What follows belongs to an exercise in optimizing a design on an open flow for small area, a short achievable clock period and few clock cycles; a production flow would make more cautious choices.
The RTL was checked by simulation tests, not by an equivalence proof against the original design.
No activity file was given, so power comes from the tool's default toggle rates.

==> raven <==
==> flow/design.v (excerpt) <==
module rbu_ptr (
    input  wire        clk,
    input  wire        rst,
    input  wire        cmd_valid,
    output wire        cmd_ready,
    input  wire [31:0] cmd_cw,
    input  wire [31:0] cmd_a0,
    input  wire [31:0] cmd_a1,
    output reg         rsp_valid,
    output reg  [3:0]  rsp_status,
    output reg         rsp_v,
    output reg  [31:0] rsp_r0,
    output reg         alloc_req,
    output reg  [31:0] alloc_size,
    input  wire        alloc_ack,
    input  wire        alloc_ok
);
    localparam NBUF = 4;
    localparam K    = 3;             
    localparam DW   = 32 + K - 1;    
    localparam ST_OK      = 4'd0;
    localparam ST_ALLOC   = 4'd1;
    localparam ST_ILLEGAL = 4'd2;
    localparam ST_CTX     = 4'd3;
    localparam ST_SPAN    = 4'd4;
    localparam OP_CREATE   = 8'h01;
    localparam OP_DESTROY  = 8'h02;
    localparam OP_COUNT    = 8'h10;
    localparam OP_REMAIN   = 8'h11;
    localparam OP_INDEXOF  = 8'h12;
    localparam OP_ENSURE   = 8'h18;
    localparam OP_APPEND   = 8'h30;
    localparam OP_APPENDB  = 8'h31;
    localparam OP_PREPEND  = 8'h32;
    localparam OP_PREPENDB = 8'h33;
    localparam OP_CONSUME  = 8'h39;
    localparam OP_CLEAR    = 8'h3C;
    localparam S_IDLE  = 0;
    localparam S_EXEC  = 1;       
    localparam S_DIV   = 2;       
    localparam S_IDX   = 3;       
    localparam S_GROW  = 4;       
    localparam S_ALLOC = 5;       
    localparam S_RESP  = 6;       
    localparam S_SHR   = 7;       
    localparam [7:0] H_IDLE  = 8'b00000001;
    localparam [7:0] H_EXEC  = 8'b00000010;
    localparam [7:0] H_DIV   = 8'b00000100;
    localparam [7:0] H_IDX   = 8'b00001000;
    localparam [7:0] H_GROW  = 8'b00010000;
    localparam [7:0] H_ALLOC = 8'b00100000;
    localparam [7:0] H_RESP  = 8'b01000000;
    localparam [7:0] H_SHR   = 8'b10000000;
    function [5:0] bitlen;
        input [31:0] x;
        integer k;
        begin
            bitlen = 6'd0;
  ...
Settings: LEC_CHECK=0, CAP_MARGIN=20, CORE_MARGIN=2, CORE_UTILIZATION=40, SETUP_SLACK_MARGIN=5, SLEW_MARGIN=20, TNS_END_PERCENT=0; clock period 10.0 ns.
run.sh (not shown) runs the stock make flow with config.mk's settings and CLKGATE_MAP_FILE= SYNTH_SCRIPT=/design/flow/synth_recipe.tcl, a recipe that flattens the netlist after the stock synthesis.
==> inputs of lagoon, as changes to raven <==
--- a/flow/design.v
+++ b/flow/design.v
@@ -11,17 +11,17 @@
     output reg         rsp_v,
     output reg  [31:0] rsp_r0,
     output reg         alloc_req,
     output reg  [31:0] alloc_size,
     input  wire        alloc_ack,
     input  wire        alloc_ok
 );
     localparam NBUF = 4;
-    localparam K    = 3;             
+    localparam K    = 2;             
     localparam DW   = 32 + K - 1;    
     localparam ST_OK      = 4'd0;
     localparam ST_ALLOC   = 4'd1;
     localparam ST_ILLEGAL = 4'd2;
     localparam ST_CTX     = 4'd3;
     localparam ST_SPAN    = 4'd4;
     localparam OP_CREATE   = 8'h01;
     localparam OP_DESTROY  = 8'h02;
@@ -160,72 +160,33 @@
     wire        t_ge_o, t2_ge_o;
     rbu_add #(31) cmp_w (.a(ct), .b(~co), .ci(1'b1), .s(), .co(t_ge_o));
     rbu_add #(32) cmp_m (.a({ct, 1'b0}), .b({1'b1, ~co}), .ci(1'b1), .s(), .co(t2_ge_o));
     wire        wrapped = !t_ge_o;
     wire        move_t  = !t2_ge_o;
     wire [5:0]  blo     = bitlen({1'b0, co});
     wire [6:0]  j0      = {1'b0, bla} - {1'b0, blo};    
     wire        no_div  = j0[6];
-    reg  [4:0]  cnt_init;
-    reg  [5:0]  j1;
-    always @(*) begin
-        case (j0[4:0])
-            5'd0: begin cnt_init = 5'd0; j1 = 6'd2; end
-            5'd1: begin cnt_init = 5'd0; j1 = 6'd2; end
-            5'd2: begin cnt_init = 5'd0; j1 = 6'd2; end
-            5'd3: begin cnt_init = 5'd1; j1 = 6'd5; end
-            5'd4: begin cnt_init = 5'd1; j1 = 6'd5; end
-            5'd5: begin cnt_init = 5'd1; j1 = 6'd5; end
-            5'd6: begin cnt_init = 5'd2; j1 = 6'd8; end
-            5'd7: begin cnt_init = 5'd2; j1 = 6'd8; end
-            5'd8: begin cnt_init = 5'd2; j1 = 6'd8; end
-            5'd9: begin cnt_init = 5'd3; j1 = 6'd11; end
-            5'd10: begin cnt_init = 5'd3; j1 = 6'd11; end
-            5'd11: begin cnt_init = 5'd3; j1 = 6'd11; end
-            5'd12: begin cnt_init = 5'd4; j1 = 6'd14; end
-            5'd13: begin cnt_init = 5'd4; j1 = 6'd14; end
-            5'd14: begin cnt_init = 5'd4; j1 = 6'd14; end
-            5'd15: begin cnt_init = 5'd5; j1 = 6'd17; end
-            5'd16: begin cnt_init = 5'd5; j1 = 6'd17; end
-            5'd17: begin cnt_init = 5'd5; j1 = 6'd17; end
-            5'd18: begin cnt_init = 5'd6; j1 = 6'd20; end
-            5'd19: begin cnt_init = 5'd6; j1 = 6'd20; end
-            5'd20: begin cnt_init = 5'd6; j1 = 6'd20; end
-            5'd21: begin cnt_init = 5'd7; j1 = 6'd23; end
-            5'd22: begin cnt_init = 5'd7; j1 = 6'd23; end
-            5'd23: begin cnt_init = 5'd7; j1 = 6'd23; end
-            5'd24: begin cnt_init = 5'd8; j1 = 6'd26; end
-            5'd25: begin cnt_init = 5'd8; j1 = 6'd26; end
-            5'd26: begin cnt_init = 5'd8; j1 = 6'd26; end
-            5'd27: begin cnt_init = 5'd9; j1 = 6'd29; end
-            5'd28: begin cnt_init = 5'd9; j1 = 6'd29; end
-            5'd29: begin cnt_init = 5'd9; j1 = 6'd29; end
-            5'd30: begin cnt_init = 5'd10; j1 = 6'd32; end
-            5'd31: begin cnt_init = 5'd10; j1 = 6'd32; end
-            default: begin cnt_init = 5'd0; j1 = 6'd2; end
-        endcase
-    end
+    wire [5:0]  j1      = j0[5:0] | (K - 1);             
     wire [DW-1:0] d_init = {{(DW-31){1'b0}}, co} << j1;
-    localparam WS = DW + 2;
-    wire [WS-1:0] rx  = {{(WS-32){1'b0}}, arg};
-    wire [WS-1:0] dA  = {2'b00, d};
-    wire [WS-1:0] dB  = {3'b000, d[DW-1:1]};
-    wire [WS-1:0] dC  = {4'b0000, d[DW-1:2]};
-    wire [WS-1:0] a1, a2, a3, dvs, dvk;
-    rbu_add #(WS) sub1 (.a(rx), .b(~dA), .ci(1'b1), .s(a1), .co());
-    rbu_add #(WS) sub2 (.a(rx), .b(~dB), .ci(1'b1), .s(a2), .co());
-    rbu_csa #(WS) csa_d (.a(rx), .b(~dA), .c(~dB), .s(dvs), .k(dvk));
-    rbu_add #(WS) sub3 (.a(dvs), .b({dvk[WS-1:1], 1'b1}), .ci(1'b1), .s(a3), .co());
-    wire        q1  = !a1[WS-1];
-    wire [31:0] rA  = q1 ? (!a3[WS-1] ? a3[31:0] : a1[31:0])
-                         : (!a2[WS-1] ? a2[31:0] : arg);
-    wire [WS-1:0] b1;
-    rbu_add #(WS) sub4 (.a({{(WS-32){1'b0}}, rA}), .b(~dC), .ci(1'b1), .s(b1), .co());
-    wire [31:0] rem_n = !b1[WS-1] ? b1[31:0] : rA;
+    wire [4:0]  cnt_init = j1[5:1];                      
+    wire [32*(K+1)-1:0] remv;
+    assign remv[31:0] = arg;
+    genvar gk;
+    generate
+        for (gk = 0; gk < K; gk = gk + 1) begin : dstep
+            wire [DW-1:0] dk = d >> gk;
+            wire [DW-1:0] df;
+            wire          ge;
+            rbu_add #(DW) sub (.a({{(DW-32){1'b0}}, remv[32*gk +: 32]}), .b(~dk),
+                               .ci(1'b1), .s(df), .co(ge));
+            assign remv[32*(gk+1) +: 32] = ge ? df[31:0] : remv[32*gk +: 32];
+        end
+    endgenerate
+    wire [31:0] rem_n = remv[32*K +: 32];
     wire        g_ovf   = d[31] || d[32];
     wire        need_ge;
     rbu_add #(32) cmp_g (.a(argx), .b(~d[31:0]), .ci(1'b1), .s(), .co(need_ge));
     wire        g_found = !need_ge;
     wire [30:0] r_grow;
     rbu_add #(31) add_rg (.a(d[30:0]), .b(~co), .ci(1'b0), .s(r_grow), .co());    
     wire [30:0] d_inc;                                                   
     rbu_add #(31) add_di (.a(d[30:0]), .b(31'd0), .ci(1'b1), .s(d_inc), .co());
==> inputs of maple, as changes to raven <==
--- a/flow/design.v
+++ b/flow/design.v
@@ -11,17 +11,17 @@
     output reg         rsp_v,
     output reg  [31:0] rsp_r0,
     output reg         alloc_req,
     output reg  [31:0] alloc_size,
     input  wire        alloc_ack,
     input  wire        alloc_ok
 );
     localparam NBUF = 4;
-    localparam K    = 3;             
+    localparam K    = 2;             
     localparam DW   = 32 + K - 1;    
     localparam ST_OK      = 4'd0;
     localparam ST_ALLOC   = 4'd1;
     localparam ST_ILLEGAL = 4'd2;
     localparam ST_CTX     = 4'd3;
     localparam ST_SPAN    = 4'd4;
     localparam OP_CREATE   = 8'h01;
     localparam OP_DESTROY  = 8'h02;
@@ -160,72 +160,33 @@
     wire        t_ge_o, t2_ge_o;
     rbu_add #(31) cmp_w (.a(ct), .b(~co), .ci(1'b1), .s(), .co(t_ge_o));
     rbu_add #(32) cmp_m (.a({ct, 1'b0}), .b({1'b1, ~co}), .ci(1'b1), .s(), .co(t2_ge_o));
     wire        wrapped = !t_ge_o;
     wire        move_t  = !t2_ge_o;
     wire [5:0]  blo     = bitlen({1'b0, co});
     wire [6:0]  j0      = {1'b0, bla} - {1'b0, blo};    
     wire        no_div  = j0[6];
-    reg  [4:0]  cnt_init;
-    reg  [5:0]  j1;
-    always @(*) begin
-        case (j0[4:0])
-            5'd0: begin cnt_init = 5'd0; j1 = 6'd2; end
-            5'd1: begin cnt_init = 5'd0; j1 = 6'd2; end
-            5'd2: begin cnt_init = 5'd0; j1 = 6'd2; end
-            5'd3: begin cnt_init = 5'd1; j1 = 6'd5; end
-            5'd4: begin cnt_init = 5'd1; j1 = 6'd5; end
-            5'd5: begin cnt_init = 5'd1; j1 = 6'd5; end
-            5'd6: begin cnt_init = 5'd2; j1 = 6'd8; end
-            5'd7: begin cnt_init = 5'd2; j1 = 6'd8; end
-            5'd8: begin cnt_init = 5'd2; j1 = 6'd8; end
-            5'd9: begin cnt_init = 5'd3; j1 = 6'd11; end
-            5'd10: begin cnt_init = 5'd3; j1 = 6'd11; end
-            5'd11: begin cnt_init = 5'd3; j1 = 6'd11; end
-            5'd12: begin cnt_init = 5'd4; j1 = 6'd14; end
-            5'd13: begin cnt_init = 5'd4; j1 = 6'd14; end
-            5'd14: begin cnt_init = 5'd4; j1 = 6'd14; end
-            5'd15: begin cnt_init = 5'd5; j1 = 6'd17; end
-            5'd16: begin cnt_init = 5'd5; j1 = 6'd17; end
-            5'd17: begin cnt_init = 5'd5; j1 = 6'd17; end
-            5'd18: begin cnt_init = 5'd6; j1 = 6'd20; end
-            5'd19: begin cnt_init = 5'd6; j1 = 6'd20; end
-            5'd20: begin cnt_init = 5'd6; j1 = 6'd20; end
-            5'd21: begin cnt_init = 5'd7; j1 = 6'd23; end
-            5'd22: begin cnt_init = 5'd7; j1 = 6'd23; end
-            5'd23: begin cnt_init = 5'd7; j1 = 6'd23; end
-            5'd24: begin cnt_init = 5'd8; j1 = 6'd26; end
-            5'd25: begin cnt_init = 5'd8; j1 = 6'd26; end
-            5'd26: begin cnt_init = 5'd8; j1 = 6'd26; end
-            5'd27: begin cnt_init = 5'd9; j1 = 6'd29; end
-            5'd28: begin cnt_init = 5'd9; j1 = 6'd29; end
-            5'd29: begin cnt_init = 5'd9; j1 = 6'd29; end
-            5'd30: begin cnt_init = 5'd10; j1 = 6'd32; end
-            5'd31: begin cnt_init = 5'd10; j1 = 6'd32; end
-            default: begin cnt_init = 5'd0; j1 = 6'd2; end
-        endcase
-    end
+    wire [5:0]  j1      = j0[5:0] | (K - 1);             
     wire [DW-1:0] d_init = {{(DW-31){1'b0}}, co} << j1;
-    localparam WS = DW + 2;
-    wire [WS-1:0] rx  = {{(WS-32){1'b0}}, arg};
-    wire [WS-1:0] dA  = {2'b00, d};
-    wire [WS-1:0] dB  = {3'b000, d[DW-1:1]};
-    wire [WS-1:0] dC  = {4'b0000, d[DW-1:2]};
-    wire [WS-1:0] a1, a2, a3, dvs, dvk;
-    rbu_add #(WS) sub1 (.a(rx), .b(~dA), .ci(1'b1), .s(a1), .co());
-    rbu_add #(WS) sub2 (.a(rx), .b(~dB), .ci(1'b1), .s(a2), .co());
-    rbu_csa #(WS) csa_d (.a(rx), .b(~dA), .c(~dB), .s(dvs), .k(dvk));
-    rbu_add #(WS) sub3 (.a(dvs), .b({dvk[WS-1:1], 1'b1}), .ci(1'b1), .s(a3), .co());
-    wire        q1  = !a1[WS-1];
-    wire [31:0] rA  = q1 ? (!a3[WS-1] ? a3[31:0] : a1[31:0])
-                         : (!a2[WS-1] ? a2[31:0] : arg);
-    wire [WS-1:0] b1;
-    rbu_add #(WS) sub4 (.a({{(WS-32){1'b0}}, rA}), .b(~dC), .ci(1'b1), .s(b1), .co());
-    wire [31:0] rem_n = !b1[WS-1] ? b1[31:0] : rA;
+    wire [4:0]  cnt_init = j1[5:1];                      
+    wire [32*(K+1)-1:0] remv;
+    assign remv[31:0] = arg;
+    genvar gk;
+    generate
+        for (gk = 0; gk < K; gk = gk + 1) begin : dstep
+            wire [DW-1:0] dk = d >> gk;
+            wire [DW-1:0] df;
+            wire          ge;
+            rbu_add #(DW) sub (.a({{(DW-32){1'b0}}, remv[32*gk +: 32]}), .b(~dk),
+                               .ci(1'b1), .s(df), .co(ge));
+            assign remv[32*(gk+1) +: 32] = ge ? df[31:0] : remv[32*gk +: 32];
+        end
+    endgenerate
+    wire [31:0] rem_n = remv[32*K +: 32];
     wire        g_ovf   = d[31] || d[32];
     wire        need_ge;
     rbu_add #(32) cmp_g (.a(argx), .b(~d[31:0]), .ci(1'b1), .s(), .co(need_ge));
     wire        g_found = !need_ge;
     wire [30:0] r_grow;
     rbu_add #(31) add_rg (.a(d[30:0]), .b(~co), .ci(1'b0), .s(r_grow), .co());    
     wire [30:0] d_inc;                                                   
     rbu_add #(31) add_di (.a(d[30:0]), .b(31'd0), .ci(1'b1), .s(d_inc), .co());
==> flow/config.mk (replaced) <==
export PLATFORM = sky130hd
export DESIGN_NAME = rbu_ptr
export DESIGN_NICKNAME = rbu_ptr
export VERILOG_FILES = /design/flow/design.v
export SDC_FILE = /design/flow/constraint.sdc
export NUM_CORES = 4
export LEC_CHECK = 0
export CAP_MARGIN = 20
export CORE_MARGIN = 2
export CORE_UTILIZATION = 40
export CTS_CLUSTER_DIAMETER = 100
export CTS_CLUSTER_SIZE = 16
export SETUP_SLACK_MARGIN = 5
export SLEW_MARGIN = 20
export TNS_END_PERCENT = 0
==> qor summary <==
metric	maple	raven	lagoon
Status	timing/DRC/antenna clean	timing/DRC/antenna clean	timing/DRC/antenna clean
Routed vias	42930	49850	43150
Sequential fraction of the synthesis area	0.3729	0.3401	0.3729
Worst Path Class, Setup	reg -> reg	reg -> reg	reg -> out
Synth Area in Adders	0.1485	0.1655	0.1485
Final routed wirelength across all metal layers	212600 µm	255900 µm	214400 µm
P&R area growth vs syn	12.97%	17.64%	15.36%
Post-CTS Resized	212	237	218
Max Fanout on Critical Path	50	21	4
Switching share of total power	0.5095	0.5147	0.5008
Number of global-route vias before repair	40610	46730	40840
Standard cell area after detailed placement	53980 µm²	59260 µm²	53980 µm²
Number of nets produced by synthesis	5563	6312	5563
FF-to-FF Start	co[4]$_DFFE_PP_	co[5]$_DFFE_PP_	co[9]$_DFFE_PP_
Overall power	23.35 mW	25.80 mW	24.22 mW
Pin count of the biggest net entering global routing	86	64	86
Fraction of synthesized area in multiplexers	0.08927	0.08933	0.08927
Internal power summed over all cells	11.45 mW	12.52 mW	12.09 mW
Worst Hold End	ctx_v[0]$_SDFFE_PP0P_	ctx_v[3]$_SDFFE_PP0P_	ctx_v[0]$_SDFFE_PP0P_
Clock-pin slew of the registers on the worst-case setup and hold paths	0.07 ns	0.07 ns	0.06 ns
Testbench counts of raven, summed over its fixed seeds: cycles 70,030.
Testbench counts of lagoon, summed over its fixed seeds: cycles 77,627.
Testbench counts of maple, summed over its fixed seeds: cycles 77,627.

[static timing again, ports no longer ideal]
No port has a modelled driver above. Below, the same layouts with a new extraction and two added sets of constraints.
Step 1: set_driving_cell puts a clkbuf_16 on clk and a buf_2 on each other input, an assumption about the parent block.
Step 2 moves the port delays by t, midway between the first and last clock arrival at a register: inputs arrive t later, outputs are due t later. That takes back most of the time a late clock gives input paths.
Three values: ideal ports, drivers, drivers and shift; two values: the first two.
run	t, ns	setup slack, ns	worst setup path at the end	latest minus earliest clock arrival (ns)	worst register clock-pin slew, ns
raven	0.777	3.466 / 3.408 / 3.318	input to register	0.079 / 0.080	0.08 / 0.08
lagoon	0.775	3.477 / 3.406 / 3.334	input to register	0.076 / 0.076	0.08 / 0.08
maple	0.764	3.458 / 3.427 / 3.323	input to register	0.033 / 0.033	0.09 / 0.09
After both steps every run listed still meets setup and hold. For raven, which loses most, drivers alone change the setup slack by -0.058 ns; drivers and shift together by -0.148 ns.
